Context: an optimization exercise on an open-source flow, tuned for small area, a short achievable clock period and few clock cycles per item. The choices shown serve that exercise and are no tape-out recipe.
Function was checked by simulation only, so behaviour that the tests miss may differ from the original.
Power is estimated from default activity; no workload was simulated.

==> flow/design.v <==
module inone_rx (
    input  wire        clk,
    input  wire        rst,           
    input  wire        cmd_valid,
    output wire        cmd_ready,
    input  wire [1:0]  cmd_op,
    input  wire [7:0]  cmd_byte,
    input  wire [31:0] now,           
    output wire        rearm,         
    output wire [5:0]  cursor,
    output wire        raw_ready,
    output wire        pkt_ready,
    output wire [2:0]  outcome,
    output wire [3:0]  lastlen,
    output wire [71:0] last_frame     
);
    localparam OP_APPEND = 2'd0;
    localparam OP_POLL   = 2'd1;
    localparam OP_GET    = 2'd2;
    localparam OC_OK     = 3'd1;
    localparam OC_MAN1   = 3'd2;
    localparam OC_FRM1   = 3'd3;
    localparam OC_LCLASS = 3'd4;
    localparam OC_MAN2   = 3'd5;
    localparam OC_FRM2   = 3'd6;
    localparam OC_CRC    = 3'd7;
    localparam [31:0] RESYNC_MS = 32'd600;
    localparam [7:0]  CRC_POLY  = 8'h8C;
    reg [5:0]  cursor_q;
    reg [31:0] lastact_q;
    reg        raw_ready_q;
    reg        pkt_ready_q;
    reg [2:0]  outcome_q;
    reg [3:0]  lastlen_q;
    reg [71:0] frame_q;
    reg        rearm_q;
    reg        wait_q;        
    reg        tmo_q;         
    reg        ready_q;       
    reg [91:0] d;
    reg [15:0] e1;            
    reg [22:15] e2;           
    reg [4:0]  cnt;           
    reg [7:0]  crc;
    reg        done;
    reg        done2;         
    reg        ok_q;
    reg        run;           
    assign cmd_ready  = ready_q;
    assign rearm      = rearm_q;
    assign cursor     = cursor_q;
    assign raw_ready  = raw_ready_q;
    assign pkt_ready  = pkt_ready_q;
    assign outcome    = outcome_q;
    assign lastlen    = lastlen_q;
    assign last_frame = frame_q;
    wire accept    = cmd_valid && ready_q;
    wire do_append = accept && cmd_op == OP_APPEND;
    wire do_poll   = accept && cmd_op == OP_POLL;
    wire do_get    = accept && cmd_op == OP_GET;
    reg  [3:0] st_bit;        
    reg  [1:0] st_err;        
    reg        pend_q;        
    always @(posedge clk) begin
        st_bit    <= {cmd_byte[1], cmd_byte[3], cmd_byte[5], cmd_byte[7]};
        st_err[0] <= (cmd_byte[7] ~^ cmd_byte[6]) | (cmd_byte[5] ~^ cmd_byte[4]);
        st_err[1] <= (cmd_byte[3] ~^ cmd_byte[2]) | (cmd_byte[1] ~^ cmd_byte[0]);
        pend_q    <= !rst && do_append && cursor_q <= 6'd22;
    end
    genvar k;
    generate
        for (k = 0; k < 23; k = k + 1) begin : g_store
            wire we = pend_q && cursor_q == k + 1;
            if (k == 0) begin : g_b0
                always @(posedge clk)
                    if (we) begin
                        d[3:2] <= st_bit[3:2];
                        e1[0]  <= st_err[1];
                    end
            end else if (k < 15) begin : g_b1
                always @(posedge clk)
                    if (we) begin
                        d[4*k +: 4] <= st_bit;
                        e1[k]       <= |st_err;
                    end
            end else if (k == 15) begin : g_b15
                always @(posedge clk)
                    if (we) begin
                        d[63:60] <= st_bit;
                        e1[15]   <= st_err[0];
                        e2[15]   <= st_err[1];
                    end
            end else begin : g_b2
                always @(posedge clk)
                    if (we) begin
                        d[4*k +: 4] <= st_bit;
                        e2[k]       <= |st_err;
                    end
            end
        end
    endgenerate
    wire [1:0] cls = {d[51], d[50]};              
    wire man1 = |e1;
    reg  frm1;
    reg  frm2;
    integer g;
    always @(*) begin
        frm1 = 1'b0;
        for (g = 0; g < 12; g = g + 1)
            if (!d[5*g + 2]) frm1 = 1'b1;
        frm2 = 1'b0;
        for (g = 0; g < 6; g = g + 1)
            if (!d[5*g + 62] && (cls[1] || (cls[0] && g < 2))) frm2 = 1'b1;
    end
    wire man2 = ((cls != 2'd0) && (|e2[17:15])) || (cls[1] && (|e2[22:18]));
    reg [2:0] oc;
    always @(*) begin
        if (man1)              oc = OC_MAN1;
        else if (frm1)         oc = OC_FRM1;
        else if (cls == 2'd3)  oc = OC_LCLASS;
        else if (man2)         oc = OC_MAN2;
        else if (frm2)         oc = OC_FRM2;
        else if (crc != 8'd0)  oc = OC_CRC;
        else                   oc = OC_OK;
    end
    wire ok = (oc == OC_OK);
    reg [71:0] fr;
    always @(*)
        for (g = 0; g < 18; g = g + 1)
            fr[4*g +: 4] = d[5*g + 3 +: 4];
    wire [3:0] flen = cls[1] ? 4'd9 : cls[0] ? 4'd7 : 4'd6;
    reg  [3:0] nib;                               
    always @(posedge clk) nib <= fr[{cnt, 2'b00} +: 4];
    reg  [7:0] crc_nxt;
    integer q;
    always @(*) begin
        crc_nxt = crc;
        for (q = 0; q < 4; q = q + 1)
            crc_nxt = (crc_nxt >> 1) ^ ((crc_nxt[0] ^ nib[q]) ? CRC_POLY : 8'h00);
    end
    wire [4:0] last = cls[1] ? 5'd17 : cls[0] ? 5'd13 : 5'd11;
    wire restart = pend_q;
    always @(posedge clk) begin
        if (rst || restart) begin
            cnt  <= 5'd0;
            crc  <= 8'd0;
            run  <= 1'b0;
            done <= 1'b0;
        end else if (!done) begin
            cnt <= cnt + 5'd1;
            run <= 1'b1;
            if (run) crc <= crc_nxt;
            if (cnt == last + 5'd1) done <= 1'b1;
        end
        done2 <= done && !rst && !restart;
        ok_q  <= ok;
    end
    wire rdy = done2 && !pend_q;
    function automatic le10;                      
        input [9:0] a, b;
        integer i;
        begin
            le10 = 1'b1;
            for (i = 0; i < 10; i = i + 1)
                le10 = (~a[i] & b[i]) | (~(a[i] ^ b[i]) & le10);
        end
    endfunction
    wire [9:0]  la_lo  = lastact_q[9:0];
    wire [21:0] la_hi  = lastact_q[31:10];
    wire [10:0] w_lo   = {1'b0, la_lo} + 11'd600;
    reg  [21:0] cy;
    integer ci;
    always @(*) begin
        cy[0] = 1'b1;
        for (ci = 1; ci < 22; ci = ci + 1)
            cy[ci] = cy[ci - 1] & la_hi[ci - 1];
    end
    wire [21:0] hx     = now[31:10] ^ la_hi;
    reg         hi0_q, hi1_q;                           
    reg         bor_q, lew_q;                           
    always @(posedge clk) begin
        hi0_q <= (hx == 22'd0);
        hi1_q <= (hx == cy);
        bor_q <= !le10(la_lo, now[9:0]);
        lew_q <= le10(now[9:0], w_lo[9:0]);
    end
    wire        lo_ok  = bor_q ? (w_lo[10] && lew_q) : (w_lo[10] || lew_q);
    wire        hi_ok  = bor_q ? hi1_q : hi0_q;
    wire        recent = hi_ok && lo_ok;
    wire commit = ((do_poll && raw_ready_q) || wait_q) && rdy;
    reg  pre_q;               
    wire pre_ok  = pre_q;
    wire late_ok = wait_q && rdy && ok_q;
    wire is_poll = cmd_valid && !cmd_op[1] && cmd_op[0];
    wire fen     = (is_poll && pre_ok) || late_ok;
    always @(posedge clk) begin
        if (rst) begin
            frame_q[47:0] <= 48'd0;
            lastlen_q     <= 4'd0;
        end else if (fen) begin
            frame_q[47:0] <= fr[47:0];
            lastlen_q     <= flen;
        end
        if (rst || (fen && cls == 2'd0))
            frame_q[55:48] <= 8'd0;
        else if (fen)
            frame_q[55:48] <= fr[55:48];
        if (rst || (fen && cls != 2'd2))
            frame_q[71:56] <= 16'd0;
        else if (fen)
            frame_q[71:56] <= fr[71:56];
    end
    always @(posedge clk) begin
        if (do_append)
            lastact_q <= now;
    end
    wire tmo_d  = do_poll && cursor_q != 6'd0;
    wire wait_d = ((do_poll && raw_ready_q) || wait_q) && !rdy;
    always @(posedge clk)
        ready_q <= rst || !(tmo_d || wait_d);
    wire raw_d   = !rst && ((do_append && cursor_q == 6'd59) ||
                            (raw_ready_q && !do_poll));
    wire done2_d = done && !rst && !restart;
    wire pend_d  = !rst && do_append && cursor_q <= 6'd22;
    always @(posedge clk)
        pre_q <= !(tmo_d || wait_d) && raw_d && done2_d && !pend_d && ok;
    always @(posedge clk) begin
        if (rst) begin
            cursor_q    <= 6'd0;
            raw_ready_q <= 1'b0;
            pkt_ready_q <= 1'b0;
            outcome_q   <= 3'd0;
            rearm_q     <= 1'b0;
            wait_q      <= 1'b0;
            tmo_q       <= 1'b0;
        end else begin
            rearm_q <= 1'b0;
            if (do_append) begin
                if (cursor_q == 6'd59) begin
                    cursor_q    <= 6'd0;
                    raw_ready_q <= 1'b1;
                    rearm_q     <= 1'b1;
                end else begin
                    cursor_q <= cursor_q + 6'd1;
                end
            end
            if (do_poll) begin
                if (cursor_q != 6'd0)
                    tmo_q <= 1'b1;
                if (raw_ready_q) begin
                    raw_ready_q <= 1'b0;
                    if (!rdy) wait_q <= 1'b1;
                end
            end
            if (tmo_q) begin
                tmo_q <= 1'b0;
                if (!recent) begin
                    cursor_q <= 6'd0;
                    rearm_q  <= 1'b1;
                end
            end
            if (do_get)
                pkt_ready_q <= 1'b0;
            if (commit) begin
                wait_q    <= 1'b0;
                outcome_q <= oc;
                if (ok_q)
                    pkt_ready_q <= 1'b1;
            end
        end
    end
endmodule
==> flow/flow/run.sh <==
#!/bin/bash
# The standard layout (standard.sh), with the port buffers made as
# sky130_fd_sc_hd__buf_1 instead of the cell buffer_ports picks by itself.
set -euo pipefail
export BUFFER_PORTS_ARGS="-buffer_cell sky130_fd_sc_hd__buf_1"
export SETUP_SLACK_MARGIN=6.8
bash standard.sh > standard.log 2>&1
==> flow/standard.sh <==
#!/bin/bash
# synth_recipe.tcl (not shown) runs the flow's synth.tcl, then flattens the netlist and writes it again
# the make line also repeats each setting of config.mk as NAME=value (left out here)
make -C /OpenROAD-flow-scripts/flow DESIGN_CONFIG=/design/flow/config.mk WORK_HOME=/design/flow/orfs CLKGATE_MAP_FILE= SYNTH_SCRIPT=/design/flow/synth_recipe.tcl "${@:-finish}"
==> flow/config.mk <==
export PLATFORM = sky130hd
export DESIGN_NAME = inone_rx
export DESIGN_NICKNAME = inone_rx
export VERILOG_FILES = /design/flow/design.v
export SDC_FILE = /design/flow/constraint.sdc
export NUM_CORES = 4
export LEC_CHECK = 0
export CAP_MARGIN = 20
export CORE_MARGIN = 2
export CORE_UTILIZATION = 65
export CTS_BUF_LIST = sky130_fd_sc_hd__clkbuf_16
export CTS_CLUSTER_DIAMETER = 100
export CTS_CLUSTER_SIZE = 30
export PLACE_DENSITY = 0.8
export SLEW_MARGIN = 20
==> flow/constraint.sdc <==
create_clock -name core_clock -period 10.0 [get_ports {clk}]
set_input_delay 2.0000 -clock core_clock [delete_from_list [all_inputs] [get_ports {clk}]]
set_output_delay 2.0000 -clock core_clock [all_outputs]
set_load 0.01 [all_outputs]
==> qor.txt, run 1 <==
post-synth top area cell: edfxtp_1
max-cap violations: 0
Post-Layout Inst Area: 0.0121 mm^2
GP Congestion: 0.842
CP delay by family, top: flip-flops
mean routed wirelength per cell: 18.5 um
layout cell share with drive strength beyond 1: 6.12%
first-pass GRT wire length: 38000 um
CP max-delay cell: dfxtp_1
Buffers on Ports: 133
placed cell areas: 0.0117 mm^2
Slew headroom: 29.4%
post-route ant nets: 0
router iterations before antenna repair: 5
final critical-path share of the clock period: 31.5%
EDFF count, synth: 146
cts hold-fix bufs: 0
row cnt: 47
floorplan core area: 0.0166 mm^2
reg2reg setup slack: 7550 ps
pin count of the biggest net entering global routing: 80
worst slew pin tran: 1060 ps
Initial Util: 66.5%
Synth top cells by count: 165 x nand2_1, 146 x edfxtp_1, 122 x dfxtp_1, 84 x a21oi_1, 66 x nor2_1
Post-Synthesis Cells: 964
Crit. End Element: primary output
CP peak stage delay: 480 ps
clk_skew: 19.5 ps
maximum clock insertion buffer count: 3
Period minus WS final: 3150 ps
yosys warns: 1
Clk Tree Root Cell: clkbuf_16
Worst VDD drop: 0.194 mV
HP Start: tmo_q
CP Depth: 1
pwr/cell area: 159 mW/mm^2
Worst-path clk slew: 120 ps
n_diodes: 0
antenna violations before repair: 0
Seq/Total Area, Yosys: 61.7%
synthesized net count: 1033
CP Data Arrival Time: 1150 ps
#FFs+latches synth: 268
final core utilization: 72.9%
min-delay worst type: register to register
Final Setup Violations: 0
top cells by area, synth: edfxtp_1 40%, dfxtp_1 22%, nand2_1 5.6%
Setup crit start kind: register
count leader, synth: nand2_1
CP max FO: 7
Fillers: 1181
Die ar.: 0.0181 mm^2
CP Buf/Inv Count: 1
hold violation count in the final report: 0
I/O pin total: 134
Via density: 5.89
Setup CP Type: register to primary output
Main synth FF type: edfxtp_1
count of cells along the worst hold path: 1
Slew Limit Fails: 0
GRT Util Overall: 26.7%
Area growth, synth to finish: 9.56%
Synth Cell Area: 0.0111 mm^2
synthesized area per cell: 11.5 um^2
vias in the first global route: 7415
RSZ-0062 raised after global routing: no
CTS H-tree depth: 1
CTS Buf Count: 12
drt drc: 0
CP cell instances: buf_1
Setup TNS Final: 0 ps
Critical R2R Launch: cnt[1]
Die Span Y: 135 um
Skew-Pair Late Insertion Delay: 490 ps
leakage power: 4.00 nW
required time of the critical path: 8000 ps
CP Launch Point: cursor_q[5]
CTS tree: done
dpl hpwl: 16800 um
via count: 7642
R2R cell count: 4
final WL: 24000 um
status: finished clean
GRT overflow: 0
FMAX: 317 MHz
Yosys top cell area share: 39.6%
Die X: 135 um
TritonCTS Sinks: 268
Synth async-reset ratio: 0%
Post-layout nets: 1141
DRT iter0 DRCs: 643
hold slack: 436 ps
post-synth cell types: 65
## cell type report
cell class,instances,area (um^2),share of cell area [%]
Multi-Input combinational cell,619,3990,32.9
Clock inverter,7,26.3,0.217
Inverter,31,116,0.959
Clock buffer,13,325,2.68
Timing Repair Buffer,140,563,4.64
Tap cell,220,275,2.27
Sequential cell,268,6840,56.4
## state kept, by name, indices dropped and copies added, names as in the netlist, 2 cells and up
name,count
d,90
frame_q,72
lastact_q,32
e1,16
crc,8
e2,8
cursor_q,6
cnt,5
nib,4
st_bit,4
outcome_q,3
lastlen_q,2
st_err,2
## path summary, 6_finish.rpt
check	end
max	cursor[5]
min	tmo_q
min reg2reg	tmo_q
max reg2reg	nib[3]
## per-layer routing
| metal | global-route usage, % | wire length [um] |
|---|---|---|
| met5 | 0 | 0 |
| met4 | 6.26 | 427 |
| met1 | 37.0 | 10100 |
| met2 | 45.4 | 12000 |
| met3 | 3.60 | 1550 |
## cell usage in the layout (no fill, tap or decap), types with 7 or more instances in the layout
master / synthesis / layout
mux2i_1: 9 / 9
ha_1: 24 / 24
buf_1: 4 / 132
a211oi_1: 7 / 7
nor4_1: 11 / 11
nor2b_1: 8 / 7
and2_1: 11 / 11
clkbuf_16: 0 / 13
xor2_1: 21 / 21
nand2_1: 165 / 163
nor3b_1: 7 / 7
nand3_1: 23 / 23
nand2b_1: 10 / 10
a21oi_1: 84 / 84
nand4_1: 10 / 10
dfxtp_1: 122 / 118
edfxtp_1: 146 / 146
mux4_2: 20 / 20
inv_1: 29 / 35
xnor2_1: 29 / 29
nor2_1: 66 / 66
nor3_1: 19 / 18
## through the flow
step,setup slack [ps],power [mW],std cells
global route,6810,1.99,1298
global placement,6200,1.38,1276
detailed placement,6150,1.39,1276
finish,6850,1.93,1298
floorplan,6270,1.34,964
CTS,6820,1.93,1298
## what timing repair did
action                                  CTS  global route
buffers inserted                          2             0
endpoints found under the setup margin   39            10
resized for setup                         4             5
pin swaps                                 1             0
## logic make-up (layout without fill, tap and decap cells)
| logic type | after synthesis | in the layout | synth area share, % |
|---|---|---|---|
| AO/OA/AOI/OAI | 149 | 149 | 8.09 |
| adder cells (fa/ha/maj) | 24 | 24 | 2.71 |
| multiplexers | 30 | 30 | 4.98 |
| flip-flops | 268 | 268 | 61.7 |
| buffers and inverters | 77 | 191 | 2.81 |
| XOR/XNOR | 51 | 51 | 4.10 |
| AND/OR/NAND/NOR | 365 | 365 | 15.6 |
## power breakdown
group          internal (mW)  switching, mW
clock                  0.239          0.325
sequential              1.18         0.0301
combinational         0.0742         0.0788
total                   1.49          0.434
Testbench counts, summed over its fixed seeds: cycles 15,779, blocks 256.
==> run 2: changes to the inputs <==
--- a/flow/flow/run.sh
+++ b/flow/flow/run.sh
@@ -5,3 +5,3 @@
 export BUFFER_PORTS_ARGS="-buffer_cell sky130_fd_sc_hd__buf_1"
-export SETUP_SLACK_MARGIN=6.8
+export SETUP_SLACK_MARGIN=6.95
 bash standard.sh > standard.log 2>&1
==> qor.txt, run 2 <==
TritonCTS Sinks: 268 (unchanged)
Slew Limit Fails: 0 (unchanged)
Crit. End Element: primary output
yosys warns: 1 (unchanged)
Setup CP Type: register to primary output
placed insts: 1277 (+0.078%)
Period minus WS final: 3030 ps (-118 ps)
Post-Layout Cell Count: 1307 (+0.69%)
Seq/Total Area, Yosys: 61.7% (unchanged)
Via density: 5.86 (-0.52%)
CTS H-tree depth: 1 (unchanged)
hold violation count in the final report: 0 (unchanged)
Post-Layout Inst Area: 0.0123 mm^2 (+1.1%)
floorplan core area: 0.0166 mm^2 (unchanged)
leakage power: 4.14 nW (+3.5%)
post-synth top area cell: edfxtp_1
I/O pin total: 134 (unchanged)
mean routed wirelength per cell: 18.3 um (-1.2%)
Worst-path clk slew: 110 ps (about the same)
required time of the critical path: 8000 ps (about the same)
CTS Buf Count: 12 (unchanged)
synthesized area per cell: 11.5 um^2 (unchanged)
CP Buf/Inv Count: 1 (unchanged)
final WL: 23900 um (-0.47%)
top cells by area, synth: edfxtp_1 40%, dfxtp_1 22%, nand2_1 5.6%
antenna violations before repair: 0 (unchanged)
EDFF count, synth: 146 (unchanged)
n_diodes: 0 (unchanged)
CTS tree: done
Synth Cell Area: 0.0111 mm^2 (unchanged)
via count: 7655 (+0.17%)
status: finished clean
Post-Synthesis Cells: 964 (unchanged)
Skew-Pair Late Insertion Delay: 480 ps (about the same)
#FFs+latches synth: 268 (unchanged)
most frequent cells in the layout: 163 x nand2_1, 146 x edfxtp_1, 114 x dfxtp_1
Synth async-reset ratio: 0% (unchanged)
Initial Util: 66.5% (unchanged)
Slew headroom: 22.8% (-6.6 points)
CP delay by family, top: flip-flops
max-cap violations: 0 (unchanged)
layout cell share with drive strength beyond 1: 9.57% (+3.4 points)
post-synth cell types: 65 (unchanged)
Biggest register: d
row cnt: 47 (unchanged)
Largest regs: d x90, frame_q x72, lastact_q x32
clk_skew: 13.7 ps (-5.87 ps)
vias in the first global route: 7225 (-2.6%)
CP max-delay cell: dfxtp_1
router iterations before antenna repair: 5 (unchanged)
pin count of the biggest net entering global routing: 80 (unchanged)
Final Setup Violations: 0 (unchanged)
CP cell instances: buf_1
Worst VDD drop: 0.213 mV (+9.7%)
CP peak stage delay: 390 ps (-90 ps)
DRT iter0 DRCs: 549 (-15%)
Die ar.: 0.0181 mm^2 (unchanged)
post-route ant nets: 0 (unchanged)
Multi-input gate area: 0.00400 mm^2 (+0.41%)
Setup TNS Final: 0 ps (unchanged)
final core utilization: 73.7% (+0.83 points)
hold slack: 433 ps (-3.66 ps)
Main synth FF type: edfxtp_1
first-pass GRT wire length: 37300 um (-2.0%)
GRT Util Overall: 26.4% (-0.29 points)
Buffers on Ports: 133 (unchanged)
Die X: 135 um (unchanged)
placed cell areas: 0.0118 mm^2 (+0.19%)
Fillers: 1122 (-5.0%)
Die Span Y: 135 um (unchanged)
RSZ-0062 raised after global routing: yes
Yosys top cell area share: 39.6% (unchanged)
final critical-path share of the clock period: 30.3% (-1.2 points)
CP Data Arrival Time: 1030 ps (-120 ps)
Area growth, synth to finish: 10.8%
pwr/cell area: 156 mW/mm^2 (-1.5%)
worst slew pin tran: 1150 ps (+91.1 ps)
maximum clock insertion buffer count: 3 (unchanged)
count leader, synth: nand2_1
synthesized net count: 1033 (unchanged)
max FFs per register: 90 (unchanged)
Setup crit start kind: register
Post-layout nets: 1150 (+0.79%)
GP Congestion: 0.847 (+0.69%)
Clk Tree Root Cell: clkbuf_16
CP max FO: 2 (-5)
FF+latch area: 0.00685 mm^2 (+0.26%)
Synth top cells by count: 165 x nand2_1, 146 x edfxtp_1, 122 x dfxtp_1, 84 x a21oi_1, 66 x nor2_1
dpl hpwl: 16400 um (-2.2%)
GRT overflow: 0 (unchanged)
commonest non-fill, non-tap cell in the layout: nand2_1
FMAX: 330 MHz (+3.9%)
drt drc: 0 (unchanged)
min-delay worst type: register to register
[run 2: cell counts after synthesis]
Identical to the previous run, type by type.
[run 2: worst paths after layout]
path / slack (ps) / startpoint / cells past startpoint / end
max: 6970 / outcome_q[1] / 1 / outcome[1]
min: 430 / tmo_q / 1 / tmo_q
max reg2reg: 7580 / cursor_q[4] / 4 / e1[2]
min reg2reg: 430 / tmo_q / 1 / tmo_q
[run 2: timing repair]
action	CTS	global route
pin swaps	1	0
hold buffers	0	0
buffers inserted	4	5
hold endpoints to repair	0	0
resized for setup	30	17
endpoints found under the setup margin	121	31
[run 2: cell type report]
type / count / share of cell area [%]
clock buffer: 13 / 2.65
inverter: 31 / 0.949
clock inverter: 7 / 0.214
timing repair buffer: 149 / 5.45
multi-input combinational: 619 / 32.6
tap: 220 / 2.24
sequential: 268 / 55.9
[run 2: power breakdown]
part / total (mW) / internal, mW / switching [mW]
Clock: 0.555 / 0.239 / 0.317
Combinational: 0.161 / 0.0757 / 0.0849
Sequential: 1.20 / 1.18 / 0.0248
[run 2: cells by family (layout without fill, tap and decap cells)]
| logic type | Yosys count | in the layout | share of synthesized area (%) |
|---|---|---|---|
| adder cells (fa/ha/maj) | 24 | 24 | 2.71 |
| AO/OA/AOI/OAI | 149 | 149 | 8.09 |
| multiplexers | 30 | 30 | 4.98 |
| XOR/XNOR | 51 | 51 | 4.10 |
| AND/OR/NAND/NOR | 365 | 365 | 15.6 |
| flip-flops | 268 | 268 | 61.7 |
| buffers and inverters | 77 | 200 | 2.81 |
[run 2: routing by layer]
metal	global-route usage [%]	share of wire, %
met1	36.8	42
met5	0	0
met2	44.4	49
met4	7.37	2.2
met3	3.23	6.7
[run 2: through the flow]
step	worst slack (ps)	total power [mW]
global placement	6260	1.38
global route	6870	1.98
floorplan	6270	1.34
finish	6970	1.92
CTS	6860	1.93
detailed placement	6220	1.38

==> static timing again, ports no longer ideal <==
The results above use ideal ports. As a check the final layouts listed here were re-extracted and re-timed, cells and wires unchanged.
Step 1 (the two cells are an assumption about what drives the block):
set clk [get_ports {clk}]
set_driving_cell -lib_cell sky130_fd_sc_hd__clkbuf_16 $clk
set_driving_cell -lib_cell sky130_fd_sc_hd__buf_2 [delete_from_list [all_inputs] $clk]
Step 2 adds t to the input delays and takes it off the output delays; t is the mean of the earliest and latest rising clock arrival at the registers after step 1. Input paths then give back, and output paths get back, about the clock's delay inside the block.
Slacks: ideal ports / drivers / drivers and shift; pairs: ideal ports / drivers.
run	t (ns)	setup slack, ns	worst setup path after step 2
run 1	0.522	6.849 / 6.805 / 6.406	input to register
run 2	0.524	6.968 / 6.922 / 6.541	input to register
After both steps every run listed still meets setup and hold. The setup slack of run 1, which loses most, moves by -0.044 ns with the drivers and by -0.443 ns with both steps.
